Source: an optimization exercise on an open RTL-to-GDS flow (aim: small area). Production flows keep margins and buffers that such runs may drop. The RTL was checked by simulation tests, not by an equivalence proof against the original design. Power is estimated from default activity; no workload was simulated. No driver is modelled on the clock port, so clocking that relies on it looks cheaper here than on a real chip.

== job 257 ==
Design avr_boot_engine, start of the top module:
module avr_boot_engine (
    input  wire        clk,
    input  wire        rst,           
    output wire        link_load,     
    output reg  [7:0]  link_tx,
    output wire        link_poll,     
    input  wire        link_done,
    input  wire        link_wcol,
    input  wire [7:0]  link_rx,
    output wire        nvm_poll,      
    input  wire        nvm_busy,
    output wire        nvm_op,        
    output reg  [1:0]  nvm_cmd,       
    output reg  [16:0] nvm_addr,
    output reg  [7:0]  nvm_lo,
    output reg  [7:0]  nvm_hi,
    output wire        pm_re,
    output reg  [16:0] pm_addr,
    input  wire [7:0]  pm_data,
    output wire        aux_re,
    output wire        aux_we,
    output reg  [15:0] aux_addr,
    output reg  [7:0]  aux_wdata,
    input  wire [7:0]  aux_rdata,
    output wire        escape,
    output wire [2:0]  esc_cause,
    output wire        irq_inhibit
);
    localparam [7:0]   AUX_MARKER  = 8'h01;
    localparam [2:0] CAUSE_LEAVE = 3'd0, CAUSE_TIMEOUT = 3'd1, CAUSE_COLLISION = 3'd2,
                     CAUSE_DESYNC = 3'd3, CAUSE_OVERSIZE = 3'd4;
    localparam [3:0] S_LOAD  = 4'd0,    
                     S_POLL  = 4'd1,    
                     S_PWR   = 4'd2,    
                     S_FDONE = 4'd3,    
                     S_CHECK = 4'd4,    
                     S_AUXW  = 4'd5,    
                     S_NWAIT = 4'd6,    
                     S_NOP   = 4'd7,    
                     S_S2    = 4'd8,    
                     S_RDS   = 4'd9,    
                     S_RDC   = 4'd10,   
                     S_SWAP  = 4'd12,   
                     S_RDZ   = 4'd13,   
                     S_ESC   = 4'd11;   
    localparam [2:0] K_CMD = 3'd0, K_ACK = 3'd1, K_SIG = 3'd2, K_PAY = 3'd3, K_OUT = 3'd4;
    localparam [2:0] O_LEAVE = 3'd0, O_PING = 3'd1, O_SETADDR = 3'd2, O_OTHER = 3'd4,
                     O_SIG = 3'd5, O_WRITE = 3'd6, O_READ = 3'd7;
    localparam [2:0] P_ERASE = 3'd0, P_STAGE = 3'd1, P_COMMIT = 3'd2,
                     P_RWW = 3'd3, P_DONE = 3'd4;
    reg [3:0]  state;
    reg [2:0]  kind;
    reg [2:0]  op;
    reg [1:0]  bi;           
    reg [2:0]  pstep;
    reg [15:0] addr_r;       
    reg        hibank;
    reg        auxsel;
  ...
Size: about 2100 flip-flops, roughly 130 I/O pins, ~48000 um^2 of cells after synthesis.
clock: 10.0 ns
lec_check: 0
cap_margin: 20
core_margin: 2
core_utilization: 30
min_routing_layer: met2
slew_margin: 20
standard.sh (not shown) runs the stock make flow with config.mk's settings and CLKGATE_MAP_FILE= SYNTH_SCRIPT=/design/flow/synth_recipe.tcl, a recipe that flattens the netlist after the stock synthesis.
==> flow/flow/run.sh <==
#!/bin/bash
export BUFFER_PORTS_ARGS="-buffer_cell sky130_fd_sc_hd__buf_1"
export CTS_ARGS="-sink_clustering_enable -repair_clock_nets -dont_use_dummy_load -sink_clustering_size 26 -sink_clustering_max_diameter 100 -buf_list sky130_fd_sc_hd__clkbuf_16"
bash standard.sh > standard.log 2>&1
ANT=orfs/reports/sky130hd/avr_boot_engine/base/drt_antennas.log
for seed in 11 23 37; do
  if [[ -f $ANT ]] && ! grep -q VIOLATED $ANT; then
    break
  fi
  cp $ANT antennas_before_seed_$seed.log 2>/dev/null
  bash standard.sh clean_route > standard_clean_$seed.log 2>&1
  OR_SEED=$seed MAX_REPAIR_ANTENNAS_ITER_DRT=10 bash standard.sh > standard_seed_$seed.log 2>&1
done
Job 257 did not stop at any stage, and its layout met the timing, design-rule and antenna checks.
#### Input delta (job 8109 over job 257)
diff --git a/flow/flow/run.sh b/flow/flow/run.sh
--- a/flow/flow/run.sh
+++ b/flow/flow/run.sh
@@ -1,5 +1,5 @@
 #!/bin/bash
 export BUFFER_PORTS_ARGS="-buffer_cell sky130_fd_sc_hd__buf_1"
-export CTS_ARGS="-sink_clustering_enable -repair_clock_nets -dont_use_dummy_load -sink_clustering_size 26 -sink_clustering_max_diameter 100 -buf_list sky130_fd_sc_hd__clkbuf_16"
+export CTS_ARGS="-sink_clustering_enable -repair_clock_nets -dont_use_dummy_load -sink_clustering_size 33 -sink_clustering_max_diameter 100 -buf_list sky130_fd_sc_hd__clkbuf_16"
 bash standard.sh > standard.log 2>&1
 ANT=orfs/reports/sky130hd/avr_boot_engine/base/drt_antennas.log
Results
- Looking at job 257 and job 8109, the clock network latency to the later pin of the worst-skew pair is a wash.
- Re critical path depth: job 257 and job 8109 aren't equal, and the lower value belongs to job 8109.
- Job 8109: first-pass GRT wire length is about 1.2% lower than what job 257 reported.
- Job 8109 ends up with a sequential fraction of design power that is 1.7 points higher than in job 257.
- Diff job 257 -> job 8109: final clock period utilization by the worst path moved up, final cell count held, clock-buffer cell count dropped 18%, count of plain and timing-repair buffers about even.
Modified inputs, job 1914 compared to job 8109
diff --git a/flow/flow/run.sh b/flow/flow/run.sh
--- a/flow/flow/run.sh
+++ b/flow/flow/run.sh
@@ -1,5 +1,5 @@
 #!/bin/bash
 export BUFFER_PORTS_ARGS="-buffer_cell sky130_fd_sc_hd__buf_1"
-export CTS_ARGS="-sink_clustering_enable -repair_clock_nets -dont_use_dummy_load -sink_clustering_size 33 -sink_clustering_max_diameter 100 -buf_list sky130_fd_sc_hd__clkbuf_16"
+export CTS_ARGS="-sink_clustering_enable -repair_clock_nets -dont_use_dummy_load -sink_clustering_size 30 -sink_clustering_max_diameter 100 -buf_list sky130_fd_sc_hd__clkbuf_16"
 bash standard.sh > standard.log 2>&1
 ANT=orfs/reports/sky130hd/avr_boot_engine/base/drt_antennas.log
--- outcome ---
The power share of the combinational group was comparable across job 8109 and job 1914.
Re mean number of vias per cell: job 8109 and job 1914 aren't equal, and the lower value belongs to job 8109.
On share of total power in sequential cells, the lower figure sits with job 1914, not job 8109.
The first-iteration DRC count in job 8109 is 0.934 times that in job 1914.
Against job 8109, the final cell area of job 1914 is higher.
Routed wire in job 1914 totals more than in job 8109.
Between job 8109 and job 1914, the multi-input logic portion of the cell area figures differ only marginally.
On sequential portion of the cell area: between job 8109 and job 1914, it ends up lower for job 1914.
For job 4804, these inputs were changed with respect to job 1914:
Settings: MIN_ROUTING_LAYER: met2 -> unset.
## What came out
- Nothing crashed in job 4804 and all stages finished; the problem is that the final layout failed, the offending checks being antenna rules.
- Job 1914 was carried through to the last stage, and its layout satisfied the timing, design-rule and antenna checks.
- The global routing's busiest layer comes out met1 in one run and met3 in the other, namely in job 4804 and job 1914 respectively.
- Compared with job 1914, job 4804 shows a lower first-pass GRT wire length.
- Job 1914 and job 4804 ended up with roughly the same largest net degree at the start of global routing.
- As far as final instance count without filler cells is concerned, job 1914 and job 4804 perform about the same.
- Job 1914 → job 4804: internal power consumption about even, maximum clock frequency about even.
- kind[2] as the startpoint of the most critical setup path was reported by job 4804, and kind[0] by job 1914.

[port drivers added, routing unchanged]
The flow's constraints put no driver on any port. The routed layouts listed below were extracted and timed again, unchanged, in two steps.
Step 1 (the two cells are an assumption about what drives the block):
set clk [get_ports {clk}]
set_driving_cell -lib_cell sky130_fd_sc_hd__clkbuf_16 $clk
set_driving_cell -lib_cell sky130_fd_sc_hd__buf_2 [delete_from_list [all_inputs] $clk]
Step 2 moves the port delays by t, midway between the first and last clock arrival at a register: inputs arrive t later, outputs are due t later. That takes back most of the time a late clock gives input paths.
Slacks: no drivers / after step 1 / after step 2; pairs: no drivers / after step 1.
run	shift t [ns]	setup slack, ns	worst setup path after step 2	worst data-port slew with drivers (ns)
job 257	0.732	4.732 / 4.665 / 5.397	register to output	0.11
job 8109	0.725	4.670 / 4.601 / 5.325	register to output	0.14
job 1914	0.728	4.627 / 4.561 / 5.289	register to output	0.12
job 4804	0.731	4.638 / 4.569 / 5.299	register to output	0.12
